This is an optimization exercise on Yosys and OpenROAD, whose aim is small area, a short achievable clock period and few clock cycles, not a production implementation. The RTL was checked by simulation tests, not by an equivalence proof against the original design.

==> 04-19 <==
## crc18_unit
module crc18_unit (
    input  wire        clk,
    input  wire        rst,           
    input  wire        wr_en,
    input  wire [4:0]  wr_group,
    input  wire [39:0] wr_data,
    input  wire        cmd_valid,
    output wire        cmd_ready,
    input  wire [1:0]  cmd_op,
    input  wire [31:0] ia0,           
    input  wire [31:0] ia1,           
    input  wire [31:0] ia2,           
    input  wire [31:0] ia3,           
    output reg         done,
    output reg  [7:0]  status,
    output reg  [17:0] crc_rem,
    output reg  [9:0]  crc0,
    output reg  [9:0]  crc1,
    output reg  [31:0] ir0,
    output reg  [31:0] ir1
);
export LEC_CHECK = 0
export CAP_MARGIN = 20
export CORE_MARGIN = 2
export CORE_UTILIZATION = 35
export PLACE_DENSITY = 0.55
export SLEW_MARGIN = 20
create_clock -name core_clock -period 12.0 [get_ports {clk}]
standard.sh (not shown) runs the stock make flow with config.mk's settings and CLKGATE_MAP_FILE= SYNTH_SCRIPT=/design/flow/synth_recipe.tcl, a recipe that flattens the netlist after the stock synthesis.
==> flow/flow/run.sh <==
#!/bin/bash
set -euo pipefail
export SETUP_SLACK_MARGIN=7.5
bash standard.sh > standard.log 2>&1
==> inputs of 08-22, as changes to 04-19 <==
==> flow/run.sh (new file) <==
#!/bin/bash
# synth_recipe.tcl (not shown) runs the flow's synth.tcl, then flattens the netlist and writes it again
# the make line also repeats each setting of config.mk as NAME=value (left out here)
make -C /OpenROAD-flow-scripts/flow DESIGN_CONFIG=/design/flow/config.mk WORK_HOME=/design/flow/orfs CLKGATE_MAP_FILE= SYNTH_SCRIPT=/design/flow/synth_recipe.tcl finish
--- a/flow/config.mk
+++ b/flow/config.mk
@@ -9,4 +9,5 @@
 export CORE_MARGIN = 2
 export CORE_UTILIZATION = 35
 export PLACE_DENSITY = 0.55
+export SETUP_SLACK_MARGIN = 5
 export SLEW_MARGIN = 20
removed: flow/flow/run.sh
removed: flow/standard.sh
==> notes <==
Via count: 04-19 is higher than 08-22 (about 9%).
In 08-22 the register-to-register slack is worse than in 04-19, by 1700 ps.
Against 08-22, the utilization of 04-19 is higher by 4.7 points.
Against 04-19, the non-clock buffer count of 08-22 is lower by 481.
In die area, 04-19 and 08-22 do not differ.
Testbench counts of 04-19, summed over its fixed seeds: cycles 6,545.
Testbench counts of 08-22, summed over its fixed seeds: cycles 6,545.


==> run P: inputs <==
Starting RTL as in the previous note.
clock: 12.0 ns
lec_check: 0
cap_margin: 20
core_margin: 2
core_utilization: 30
place_density: 0.45
slew_margin: 20
==> flow/flow/run.sh <==
#!/bin/bash
set -euo pipefail
export SETUP_SLACK_MARGIN=7.5
bash standard.sh > standard.log 2>&1
==> inputs of run E, as changes to run P <==
- CORE_UTILIZATION: 30 -> 40
==> summary of the runs <==
Run P went through all stages and came out clean. Run E finished clean. Synthesized cell count is the same in run P and run E. Between run P and run E, the lower cell count is in run E (gap 9.6%, measured against run E). Worst setup slack: run E is better than run P (150 ps). Of run E and run P, run E has the higher register-to-register slack (gap 150 ps). In area after synthesis, run E and run P do not differ. Against run E, the design area of run P is higher by 2.1%. Between run P and run E, the lower clock skew is in run E (gap 47 ps). Of run P and run E, run E has the higher first-iteration DRC count (gap 13%, measured against run E). Of run E and run P, run E has the higher core utilization (gap 12 points).
==> figures <==
Outcome: run E complete, no violations; run P complete, no violations
Fmax: run E 0.203 GHz; run P 0.197 GHz
Reg2Reg Setup Slack: run E 7080 ps; run P 6920 ps
First-pass GRT wire length: run E 560,000 um; run P 583,000 um
Hold endpoint: run E ir0[23]$_SDFFE_PP0P_; run P ir0[25]$_SDFFE_PP0P_
Layout Nets: run E 7,607; run P 7,675
Slowest stage delay, CP: run E 530 ps; run P 610 ps
Slew at the pin closest to its max-slew limit: run E 1270 ps; run P 1250 ps
Final antenna diode count: run E 42; run P 41
Final period util: run E 41.0%; run P 42.3%
Number of cell rows: run E 169; run P 196
Fraction of layout cells with a size suffix above 1: run E 27.3%; run P 28.5%
Inserted Clock Buffers: run E 186; run P 197
Overall via count from detail_route: run E 67,355; run P 67,037
Final Wtd Congestion: run E 1.01; run P 0.982
Vertical extent of the die: run E 467 um; run P 538 um
1st-iter DRT viols: run E 11,277; run P 9,776
Routed length on met2: run E 188,000 um; run P 195,000 um
Testbench counts of run P, summed over its fixed seeds: cycles 6,545.
Testbench counts of run E, summed over its fixed seeds: cycles 6,545.

separate check: timing with driven ports:
Ports are ideal in the flow. The routed layouts listed here were re-timed in OpenROAD.
Step 1 assumes that a clkbuf_16 drives the clock port and a buf_2 every other input.
Step 2 moves the port delays by t, midway between the first and last clock arrival at a register: inputs arrive t later, outputs are due t later. That takes back most of the time a late clock gives input paths.
a / b / c = ideal ports / drivers / drivers and shift; a / b = the first two.
run	t, ns	setup slack, ns	worst hold slack (ns)	worst setup path at the end	slew at the worst register clock pin (ns)
04-19	0.948	7.036 / 7.092 / 6.144	0.455 / 0.455 / 0.455	input to register	0.08 / 0.08
08-22	0.966	5.386 / 5.386 / 4.581	0.453 / 0.453 / 0.453	input to register	0.07 / 0.07
run P	0.970	6.924 / 6.924 / 6.126	0.453 / 0.453 / 0.453	input to register	0.07 / 0.07
run E	0.947	7.076 / 7.076 / 6.187	0.452 / 0.452 / 0.452	input to register	0.07 / 0.07
After both steps every run listed still meets setup and hold. For 04-19, which loses most, drivers alone change the setup slack by +0.056 ns; drivers and shift together by -0.892 ns.
